What follows belongs to an exercise in optimizing a design on an open flow for small area, a short achievable clock period and few clock cycles; a production flow would make more cautious choices.
Only simulation tests tie the RTL to the original design; equivalence was not proved.
Power and IR drop assume default switching activity.

==> flow/constraint.sdc <==
create_clock -name core_clock -period 20.0 [get_ports {clk}]
set_input_delay 4.0000 -clock core_clock [delete_from_list [all_inputs] [get_ports {clk}]]
set_output_delay 4.0000 -clock core_clock [all_outputs]
set_load 0.01 [all_outputs]
==> flow/config.mk <==
export PLATFORM = sky130hd
export DESIGN_NAME = mtc_rau
export DESIGN_NICKNAME = mtc_rau
export VERILOG_FILES = /design/flow/design.v
export SDC_FILE = /design/flow/constraint.sdc
export NUM_CORES = 4
export LEC_CHECK = 0
export CAP_MARGIN = 20
export CORE_MARGIN = 2
export CORE_UTILIZATION = 30
export PLACE_DENSITY = 0.55
export SLEW_MARGIN = 20
==> flow/design.v <==
module mtc_rau (
    input  wire        clk,
    input  wire        rst,
    input  wire        cmd_valid,
    output wire        cmd_ready,
    input  wire [7:0]  cmd_op,
    input  wire        cmd_last,
    input  wire [63:0] cmd_a,
    input  wire [3:0]  cmd_dlen,
    input  wire [63:0] cmd_data,
    output reg         rsp_valid,
    output reg  [7:0]  rsp_status,
    output reg  [63:0] rsp_r0
);
    localparam [63:0] CAP     = 64'd64;
    localparam [3:0]  MAXDLEN = 4'd8;
    localparam [7:0] OP_SETERR = 8'h12;
    localparam [7:0] OP_PEEK   = 8'h13;
    localparam [7:0] OP_POP    = 8'h14;
    localparam [7:0] OP_INSERT = 8'h20;
    localparam [7:0] OP_RDREG  = 8'h70;
    localparam [7:0] ST_OK      = 8'h00;
    localparam [7:0] ST_OPCODE  = 8'h01;
    localparam [7:0] ST_REG     = 8'h04;
    localparam [7:0] ST_OPERAND = 8'h05;
    localparam [1:0] S_IDLE    = 2'd0;
    localparam [1:0] S_EXEC    = 2'd1;
    localparam [1:0] S_WRITE   = 2'd2;
    localparam [1:0] S_DELIVER = 2'd3;
    reg [1:0] state;
    reg [7:0]  c_op;
    reg        c_last;
    reg [63:0] c_a;
    reg [3:0]  c_dlen;
    reg [63:0] c_data;
    reg [7:0]  in_buf [0:63];
    reg [63:0] in_pushed;
    reg [63:0] in_popped;
    reg        in_closed;
    reg        in_error;
    reg [7:0]  pend_data [0:63];
    reg [63:0] pend_valid;
    reg [6:0]  pend_count;
    reg [63:0] next_index;
    reg [63:0] end_index;
    reg        end_known;
    reg [3:0]  wr_k;        
    reg [6:0]  run_len;     
    wire [63:0] buffered  = in_pushed - in_popped;
    wire [63:0] available = CAP - buffered;
    wire        finished  = in_closed && (in_pushed == in_popped);
    assign cmd_ready = (state == S_IDLE);
    wire [64:0] ins_end_wide = {1'b0, c_a} + {61'd0, c_dlen};
    wire        ins_bad      = (c_dlen > MAXDLEN) || ins_end_wide[64];
    wire [63:0] wr_index = c_a + {60'd0, wr_k};
    wire [64:0] win_hi   = {1'b0, next_index} + {1'b0, available};
    wire        wr_in_window = (wr_index >= next_index) && ({1'b0, wr_index} < win_hi);
    wire [5:0]  wr_slot  = wr_index[5:0];
    wire [7:0]  wr_byte  = c_data[wr_k[2:0]*8 +: 8];
    wire [5:0]  nx_slot    = next_index[5:0];
    wire        nx_pending = pend_valid[nx_slot];
    wire [63:0] pop_n = (c_a < buffered) ? c_a : buffered;
    reg [63:0] peek_word;
    reg [64:0] peek_off;
    reg [63:0] peek_pos;
    reg [3:0]  j;
    always @* begin
        peek_word = 64'd0;
        for (j = 0; j < 8; j = j + 1) begin
            peek_off = {1'b0, c_a} + {61'd0, j};
            peek_pos = in_popped + c_a + {60'd0, j};
            if (peek_off < {1'b0, buffered})
                peek_word[j*8 +: 8] = in_buf[peek_pos[5:0]];
        end
    end
    reg [63:0] reg_value;
    reg        reg_mapped;
    always @* begin
        reg_mapped = 1'b1;
        case (c_a)
            64'h10:  reg_value = CAP;
            64'h11:  reg_value = in_pushed;
            64'h12:  reg_value = in_popped;
            64'h13:  reg_value = buffered;
            64'h14:  reg_value = available;
            64'h15:  reg_value = {61'd0, finished, in_error, in_closed};
            64'h20:  reg_value = next_index;
            64'h21:  reg_value = end_known ? end_index : 64'd0;
            64'h22:  reg_value = {63'd0, end_known};
            64'h23:  reg_value = {57'd0, pend_count};
            default: begin
                reg_value  = 64'd0;
                reg_mapped = 1'b0;
            end
        endcase
    end
    always @(posedge clk) begin
        if (rst) begin
            state      <= S_IDLE;
            rsp_valid  <= 1'b0;
            rsp_status <= 8'd0;
            rsp_r0     <= 64'd0;
            in_pushed  <= 64'd0;
            in_popped  <= 64'd0;
            in_closed  <= 1'b0;
            in_error   <= 1'b0;
            pend_valid <= 64'd0;
            pend_count <= 7'd0;
            next_index <= 64'd0;
            end_index  <= 64'd0;
            end_known  <= 1'b0;
            wr_k       <= 4'd0;
            run_len    <= 7'd0;
            c_op       <= 8'd0;
            c_last     <= 1'b0;
            c_a        <= 64'd0;
            c_dlen     <= 4'd0;
            c_data     <= 64'd0;
        end else begin
            rsp_valid <= 1'b0;
            case (state)
                S_IDLE: begin
                    if (cmd_valid) begin
                        c_op   <= cmd_op;
                        c_last <= cmd_last;
                        c_a    <= cmd_a;
                        c_dlen <= cmd_dlen;
                        c_data <= cmd_data;
                        state  <= S_EXEC;
                    end
                end
                S_EXEC: begin
                    state      <= S_IDLE;
                    rsp_valid  <= 1'b1;
                    rsp_status <= ST_OK;
                    rsp_r0     <= 64'd0;
                    case (c_op)
                        OP_INSERT: begin
                            if (ins_bad) begin
                                rsp_status <= ST_OPERAND;
                            end else begin
                                if (c_last) begin
                                    end_index <= ins_end_wide[63:0];
                                    end_known <= 1'b1;
                                end
                                wr_k      <= 4'd0;
                                run_len   <= 7'd0;
                                rsp_valid <= 1'b0;
                                state     <= S_WRITE;
                            end
                        end
                        OP_POP: begin
                            in_popped <= in_popped + pop_n;
                            rsp_r0    <= pop_n;
                        end
                        OP_SETERR: begin
                            in_error <= 1'b1;
                        end
                        OP_PEEK: begin
                            rsp_r0 <= peek_word;
                        end
                        OP_RDREG: begin
                            if (reg_mapped)
                                rsp_r0 <= reg_value;
                            else
                                rsp_status <= ST_REG;
                        end
                        default: begin
                            rsp_status <= ST_OPCODE;
                        end
                    endcase
                end
                S_WRITE: begin
                    if (wr_k < c_dlen) begin
                        if (wr_in_window) begin
                            pend_data[wr_slot] <= wr_byte;
                            if (!pend_valid[wr_slot]) begin
                                pend_valid[wr_slot] <= 1'b1;
                                pend_count          <= pend_count + 7'd1;
                            end
                        end
                        wr_k <= wr_k + 4'd1;
                    end else begin
                        state <= S_DELIVER;
                    end
                end
                S_DELIVER: begin
                    if (nx_pending) begin
                        pend_valid[nx_slot] <= 1'b0;
                        pend_count          <= pend_count - 7'd1;
                        if (!in_closed && !in_error) begin
                            in_buf[in_pushed[5:0]] <= pend_data[nx_slot];
                            in_pushed              <= in_pushed + 64'd1;
                        end
                        next_index <= next_index + 64'd1;
                        run_len    <= run_len + 7'd1;
                    end else begin
                        if (end_known && next_index >= end_index)
                            in_closed <= 1'b1;
                        rsp_valid  <= 1'b1;
                        rsp_status <= ST_OK;
                        rsp_r0     <= {57'd0, run_len};
                        state      <= S_IDLE;
                    end
                end
                default: state <= S_IDLE;
            endcase
        end
    end
endmodule
==> flow/run.sh <==
#!/bin/bash
# synth_recipe.tcl (not shown) runs the flow's synth.tcl, then flattens the netlist and writes it again
# the make line also repeats each setting of config.mk as NAME=value (left out here)
make -C /OpenROAD-flow-scripts/flow DESIGN_CONFIG=/design/flow/config.mk WORK_HOME=/design/flow/orfs CLKGATE_MAP_FILE= SYNTH_SCRIPT=/design/flow/synth_recipe.tcl finish
==> run notes <==
share of the synthesized area in the top cell type=25.41%; worst skew pair latency=960 ps; hold depth=2; CTS tree=done; GR Util All Layers=25.73%; Starting Density=30.08%; gr ovfl total=0; ranking of synthesized cells by area=edfxtp_1, mux4_2, ha_1, dfxtp_1, xnor2_1; initial drt markers=13680; post-synthesis mux area share=18.76%; CTS resizes=0; Hold Crit Endpoint=c_data[7]; Total Wirelength=544400 um; Crit Path Class=flop to flop; clock slew at reported path FFs=60 ps; Mapped Area=121000 um2; fin. max-slew vios=0; Final setup viols=0; hold path startpoint=c_data[7]; Mapped Cells=11510; Placer Congestion=1.023; Critical Path End Type=flop; Inst Count DP=16740; die area=408400 um2; first-pass GRT wire length=753000 um; clk root buf=clkbuf_16; Die X=639.1 um; R2R cell count=40; Async SR Flop Fraction=0%; Hold Fails Final Rpt=0; Crit Path Max Fanout=34; leading area contributor after synthesis=edfxtp_1; Yosys warnings=1; Post-synth top flop=edfxtp_1; VDD IR max=0.00007367 V; layout cells sized above 1=16.40%; Routed WL per cell=31.84 um; Final nets=12740; number of synthesized flops with an enable pin=1024; DR pass1 iterations=6; Post-Syn Area per Cell=10.52 um2; Synth Register Bits=1581; R2R Path Start=in_pushed[0]; vias=103400; Synth Area in Compound Gates=13.88%; post-CTS setup buffers=0; hold buffer count at cts=0; DRC viols=0; Clock Sinks=1581; area grow syn2layout=13.88%; P per Cell Area=69.62 nW/um2; sequential area share after synthesis=34.63%; final hold slack=451.0 ps; Tmin final=12840 ps; final std cells w/o fill=17100; core area=402300 um2; CTS max path bufs=4; ANT nets after route=0; Arrival @ worst endpoint=13320 ps; Simple-Gate Fraction of Synth Area=12.88%; period utilization=64.20%; Via density=6.048; WP data required=20480 ps; antenna violations before repair=39; post-synth cell types=107; fmax=77.88 MHz; detailed placer's ending HPWL=408100 um; post-route setup TNS=0 ps; H-tree Lvls=4; min-delay worst type=flop to flop; Reg2Reg Setup Slack=7160 ps; RSZ-0062 raised after global routing=no; clock buffer count from CTS=188; status=finished clean; Synth Area in Adders=9.866%; CP max-delay cell=xnor2_2; Synth Area in XOR/XNOR=6.612%; number of global-route vias before repair=96890; largest stage delay on the critical path=870 ps; Clock Skews=113.1 ps; worst slew pin tran=1310 ps; leakage=48.87 nW; largest family of logic cells by synthesized area=multiplexers; num ports=218; # port buffers=211; largest net degree at the start of global routing=130; Die Span Y=639.1 um; worst r2r dst=pend_data[20][0]; relative slew slack=11.74%; Fill cells=40390; row count=233; maxcap violations=0; CP startpoint kind=flop
## cells by family after synthesis
logic type,count (synthesis)
adder cells (fa/ha/maj),950
multiplexers,1099
other,1
XOR/XNOR,911
AO/OA/AOI/OAI,2573
buffers and inverters,1076
flip-flops,1581
AND/OR/NAND/NOR,3315
## layout make-up
cell class / count / area (um2) / share of cell area (%)
Clock buffer: 241 / 5129 / 3.722
Timing Repair Buffer: 663 / 5608 / 4.070
Tap cell: 5287 / 6615 / 4.801
Multi-Input combinational cell: 8854 / 75950 / 55.11
Antenna cell: 15 / 37.54 / 0.02724
Inverter: 357 / 1340 / 0.9725
Sequential cell: 1581 / 41910 / 30.42
Clock inverter: 104 / 1210 / 0.8780
## state kept, by name, summed over array words and instances, names as in the netlist, 4 cells and up, named ones only
register / cells
in_buf: 512
in_pushed: 64
next_index: 64
in_popped: 64
c_data: 64
c_dlen: 4
end_index: 64
pend_data: 512
pend_count: 7
pend_valid: 64
c_a: 64
run_len: 7
wr_k: 4
rsp_r0: 64
c_op: 8
## layer usage
metal / track usage [%] / vias to the layer above / part of all wire, %
li1: - / 44450 / -
met1: 34.28 / 51690 / 40
met2: 37.70 / 5978 / 42
met3: 5.135 / 1302 / 9.7
met4: 17.20 / 18 / 8.1
met5: 0 / - / 0.023
## worst max path at each step
stage	start	slack [ps]	cells past startpoint	end
after global routing	in_pushed[0]	6530	43	pend_data[49][0]
after floorplan	in_pushed[0]	9420	45	pend_data[17][0]
after detailed placement	in_pushed[0]	7400	40	pend_data[20][0]
after global placement	in_pushed[0]	7510	44	pend_data[20][0]
final	in_pushed[0]	7160	40	pend_data[20][0]
after CTS	in_pushed[0]	7350	40	pend_data[20][0]
## placed cells by master, fill, tap and decap left out, types with 156 or more instances in the layout
master           Yosys  routed
nand2_1           1177    1172
edfxtp_1          1024    1024
ha_1               943     938
mux4_2             930     930
a21oi_1            786     785
nor2_1             779     748
xnor2_1            611     593
dfxtp_1            557     551
buf_4                6     441
o21ai_0            413     400
a21o_1             359     359
inv_1              340     339
xor2_1             297     285
nand3_1            257     257
a211oi_1           260     256
nand4_1            248     248
clkdlybuf4s50_1      0     210
clkbuf_16            0     192
nor3_1             170     156
## power by group
part           internal, mW  total, mW  switching, mW
sequential             3.48       3.49         0.0152
clock                  2.11       3.63           1.52
combinational         0.906       2.47           1.57
## through the flow
stage	cell area (um2)	util (%)	power (mW)	setup WS, ps
final	137800	34.25	9.593	7160
after global placement	131200	32.62	5.967	7514
after CTS	137600	34.21	9.593	7355
after global routing	137800	34.24	9.903	6529
after floorplan	121000	-	5.104	9415
after detailed placement	131300	32.63	5.970	7404
## Yosys cell counts (27+ instances only)
library cell  count
a21o_1          359
o21ai_0         413
nor3_1          170
inv_1           340
edfxtp_1       1024
nor2b_1         150
a22o_1           44
mux2_2           48
o211ai_1         62
xor2_1          297
clkbuf_1        564
a21oi_1         786
nand2b_1         70
nand4_1         248
a221oi_1         59
nand2_1        1177
a31oi_1          62
or3_1            79
and2_1           35
nand3_1         257
a221o_1          29
nor2_1          779
o21a_1           37
o21bai_1         37
and3_1           91
a22oi_1          88
mux2i_1         121
xnor2_1         611
a211oi_1        260
o311ai_0         47
o31ai_1          38
mux4_2          930
dfxtp_1         557
buf_1           132
nor4_1          132
and4_1           27
ha_1            943
## worst max-delay path: cells and delay by family (launching register included)
family / cells / cell delay [ps]
compound gates: 14 / 4110
xor+xnor: 3 / 1140
fa+ha+maj: 4 / 1180
buf+inv: 5 / 1230
flops: 1 / 440
simple gates: 14 / 4200
Testbench counts, summed over its fixed seeds: cycles 89,422.

afterwards: timing with drivers on the ports:
No port has a modelled driver above. Below, the same layout with a new extraction and two added sets of constraints. Step 1 sets driving cells, clkbuf_16 on the clock port and buf_2 on the other inputs (assumed; they add their load-dependent delay and slew). Step 2, shift: input delay + t, output delay - t, t = (earliest + latest rising clock arrival at the registers) / 2. This alone moves slack from input paths to output paths. a / b / c = ideal / step 1 / step 2; a / b = the first two.
t, ns: 1.024
setup slack, ns: 7.160 / 7.160 / 7.160
worst slew at a driven data input, ns: 0.12
After both steps setup and hold are still met in this run. The setup slack of this run moves by 0.000 ns with the drivers and by 0.000 ns with both steps.
